From an optimization exercise on the open Yosys and OpenROAD flow, aimed at small area, a short achievable clock period and few clock cycles; shortcuts taken in it are not production practice.
In this exercise RTL edits were held to simulation tests only and were not proved equivalent to the original.
No activity file was given, so power comes from the tool's default toggle rates.

Setup of job 5285:
Design coin_wallet, start of the top module:
module coin_wallet(clk, rst, in_valid, in_ready, in_data, out_valid, out_ready, out_data, out_last, coin_edge, ms_tick, restore_valid, restore_bal, restore_cnt, bal, cnt, zind, save_req);
==> flow/config.mk <==
export PLATFORM = sky130hd
export DESIGN_NAME = coin_wallet
export DESIGN_NICKNAME = coin_wallet
export VERILOG_FILES = /design/flow/design.v
export SDC_FILE = /design/flow/constraint.sdc
export NUM_CORES = 4
export LEC_CHECK = 0
export ABC_AREA = 1
export CAP_MARGIN = 20
export CORE_MARGIN = 2
export CORE_UTILIZATION = 40
export SETUP_SLACK_MARGIN = 4.0
export SLEW_MARGIN = 20
==> flow/constraint.sdc <==
create_clock -name core_clock -period 8.0 [get_ports {clk}]
set_input_delay 1.6000 -clock core_clock [delete_from_list [all_inputs] [get_ports {clk}]]
set_output_delay 1.6000 -clock core_clock [all_outputs]
set_load 0.01 [all_outputs]
run.sh (not shown) runs the stock make flow with config.mk's settings and CLKGATE_MAP_FILE= SYNTH_SCRIPT=/design/flow/synth_recipe.tcl, a recipe that flattens the netlist after the stock synthesis.
Testbench counts of job 5285, summed over its fixed seeds: cycles 155,004.
Input changes introduced in job 8792 (baseline for comparison: job 5285):
- CORE_UTILIZATION now 60, was 40
## What came out
- Job 8792: full flow OK, the timing, DRC and antenna checks passed
- Going from job 5285 to job 8792, detailed route wirelength on metal2 shrinks by 2.8 mm.
- Against job 5285, job 8792 reports a proportion of total power due to net switching that is higher.
- Relative to job 5285, final critical delay including setup and external delays has increased by 0.035 ns in job 8792.
- [compare] base=job 5285 new=job 8792: via count rose 4.9%, non-clock buffer count rose 23, met3 track demand over resource rose 1.2 points, post-route standard cell area excluding fillers fell about 1.5%.
- Between job 8792 and job 5285, share of total power in combinational logic is higher for job 8792, job 5285 comes in under that.
- Job 8792 has less setup slack than job 5285.
- Of the two candidates, job 5285 has the worse internal cell power and job 8792 the better one.
- Comparing job 8792 and job 5285, cell leakage power is lower on job 8792.
> inputs changed (job 8792 -> job 2087)
- SETUP_SLACK_MARGIN now 4.2, was 4.0
- CORE_UTILIZATION now 40, was 60
Results
Job 2087: full flow OK, the timing, DRC and antenna checks passed
Note that the non-clock buffer count recorded for job 2087 amounts to 1.2 times the value seen in job 8792.
The clock network fraction of design power of job 2087 exceeds that of job 8792 by 0.5 points.
[job 2087] minimum clock period fell 0.058 ns relative to job 8792
Per the comparison of job 2087 with job 8792, share of final-layout standard cells stronger than drive strength 1 now larger, cell area now larger, routed length on met2 now larger.

---

Starting RTL as in the previous note.
Design coin_wallet, start of the top module:
module coin_wallet(clk, rst, in_valid, in_ready, in_data, out_valid, out_ready, out_data, out_last, coin_edge, ms_tick, restore_valid, restore_bal, restore_cnt, bal, cnt, zind, save_req);
==> flow/config.mk <==
export PLATFORM = sky130hd
export DESIGN_NAME = coin_wallet
export DESIGN_NICKNAME = coin_wallet
export VERILOG_FILES = /design/flow/design.v
export SDC_FILE = /design/flow/constraint.sdc
export NUM_CORES = 4
export LEC_CHECK = 0
export ABC_AREA = 1
export CAP_MARGIN = 0
export CORE_MARGIN = 2
export CORE_UTILIZATION = 40
export SETUP_SLACK_MARGIN = 4.0
export SLEW_MARGIN = 0
==> flow/constraint.sdc <==
create_clock -name core_clock -period 8.0 [get_ports {clk}]
set_input_delay 1.6000 -clock core_clock [delete_from_list [all_inputs] [get_ports {clk}]]
set_output_delay 1.6000 -clock core_clock [all_outputs]
set_load 0.01 [all_outputs]
Testbench counts at the start, summed over its fixed seeds: cycles 155,004.
Change:
CAP_MARGIN = 20   (was 0)
SLEW_MARGIN = 20   (was 0)
TNS_END_PERCENT = 5   (was not set)
Outcome: Area after synthesis stays the same; worst hold slack is about the same; total power stays flat; synthesized cell count stays the same; register-to-register slack degrades by 0.24 ns; first-iteration DRC count drops by about 4.5%.

---

job 257:
Another version of the RTL of coin_wallet (not shown whole).
For scale: ~3,100 cells after synthesis, about 360 flip-flops, roughly 24,000 um^2 of cells after synthesis.
==> flow/config.mk <==
export PLATFORM = sky130hd
export DESIGN_NAME = coin_wallet
export DESIGN_NICKNAME = coin_wallet
export VERILOG_FILES = /design/flow/design.v
export SDC_FILE = /design/flow/constraint.sdc
export NUM_CORES = 4
export LEC_CHECK = 0
export ABC_AREA = 1
export CAP_MARGIN = 0
export CORE_MARGIN = 2
export CORE_UTILIZATION = 40
export SETUP_SLACK_MARGIN = 4.0
export SLEW_MARGIN = 0
==> flow/constraint.sdc <==
create_clock -name core_clock -period 8.0 [get_ports {clk}]
set_input_delay 1.6000 -clock core_clock [delete_from_list [all_inputs] [get_ports {clk}]]
set_output_delay 1.6000 -clock core_clock [all_outputs]
set_load 0.01 [all_outputs]
Testbench counts of job 257, summed over its fixed seeds: cycles 155,004.
Inputs modified between job 257 and job 3629:
-- flow/config.mk --
<<< job 257, line 12
export SETUP_SLACK_MARGIN = 4.0
>>> job 3629, line 12
export CTS_CLUSTER_DIAMETER = 100
export CTS_CLUSTER_SIZE = 25
export SETUP_SLACK_MARGIN = 4.1
Findings:
- Summary of job 3629 over job 257: logic depth of the worst setup path including buffers now sits higher; non-clock buffer count now sits higher; number of filler cells placed in the layout now sits higher.
- Compared with job 257, in job 3629 TritonCTS buffer count decreased 22, register-to-register slack was more or less identical.
Edits applied to the flow inputs when going from job 3629 to job 3152:
-- flow/config.mk --
<<< job 3629, line 12
export CTS_CLUSTER_DIAMETER = 100
export CTS_CLUSTER_SIZE = 25
export SETUP_SLACK_MARGIN = 4.1
>>> job 3152, line 12
export CTS_BUF_LIST = sky130_fd_sc_hd__clkbuf_8
export SETUP_SLACK_MARGIN = 4.0
## What came out
Going from job 3629 to job 3152, internal power consumption grows by 0.00046 W.
Looking at non-clock buffer count, job 3152 sits 0.90% higher than job 3629 does.
Job 3152 finished every stage and its layout cleared the timing, DRC and antenna checks.
Cmp job 3629 and job 3152 / net count reported at finish / higher: job 3152
Compared with job 3629, job 3152 shows a lower fraction of power consumed by combinational cells.
Going from job 3629 to job 3152, net switching fraction of the power saw a decrease; overall track demand over capacity in global routing rose 0.42 points; worst setup slack now sits lower.
Looking at fraction of area in multi-input gates, job 3152 sits 1.4 points below job 3629.
diff inputs: job 3152 => job 2961
-- flow/config.mk --
<<< job 3152, line 12
export CTS_BUF_LIST = sky130_fd_sc_hd__clkbuf_8
>>> job 2961, line 12
export CTS_CLUSTER_DIAMETER = 100
export CTS_CLUSTER_SIZE = 25
==> run summary <==
Diff job 3152 -> job 2961: met3 track utilization from global routing decreased by 1.5 points relative to the old numbers, register share of the cell area rose 1.1 points.
The core of job 2961 is less densely filled than that of job 3152.
Job 2961 ended up with bal[26] as its startpoint of the most critical setup path; job 3152 ended up with bal[27].
Compared with job 3152, in job 2961 final routed wirelength across all metal layers decreased 1400 um; non-clock buffer count decreased about 4.5%; core footprint essentially unchanged; peak clock frequency supported by timing increased about 1.2%.
Between job 3152 and job 2961, number of H-tree levels is lower for job 2961, job 3152 comes in above that.

-- what the ideal ports hide --
The flow's constraints put no driver on any port. The routed layouts listed below were extracted and timed again, unchanged, in two steps. Step 1 assumes that a clkbuf_16 drives the clock port and a buf_2 every other input. Step 2 adds t to the input delays and takes it off the output delays; t is the mean of the earliest and latest rising clock arrival at the registers after step 1. Input paths then give back, and output paths get back, about the clock's delay inside the block. Three values: ideal, step 1, step 2; two values: the first two.
| run | shift t [ns] | slack for setup (ns) | latest minus earliest clock arrival (ns) |
|---|---|---|---|
| job 5285 | 0.646 | 4.113 / 4.113 / 3.619 | 0.034 / 0.034 |
| job 8792 | 0.621 | 4.078 / 4.076 / 3.667 | 0.035 / 0.034 |
| job 2087 | 0.641 | 4.136 / 4.136 / 3.771 | 0.031 / 0.030 |
| the first run of note 2 | 0.644 | 4.142 / 4.142 / 3.613 | 0.034 / 0.034 |
| the second run of note 2 | 0.645 | 3.898 / 3.898 / 3.466 | 0.036 / 0.036 |
| job 257 | 0.617 | 4.038 / 3.979 / 3.608 | 0.029 / 0.029 |
| job 3629 | 0.621 | 4.129 / 4.127 / 3.743 | 0.038 / 0.038 |
| job 3152 | 0.688 | 4.020 / 3.961 / 3.575 | 0.045 / 0.045 |
| job 2961 | 0.611 | 4.067 / 4.004 / 3.605 | 0.030 / 0.030 |
After both steps every run listed still meets setup and hold. The setup slack of the first run of note 2, which loses most, moves by 0.000 ns with the drivers and by -0.529 ns with both steps.
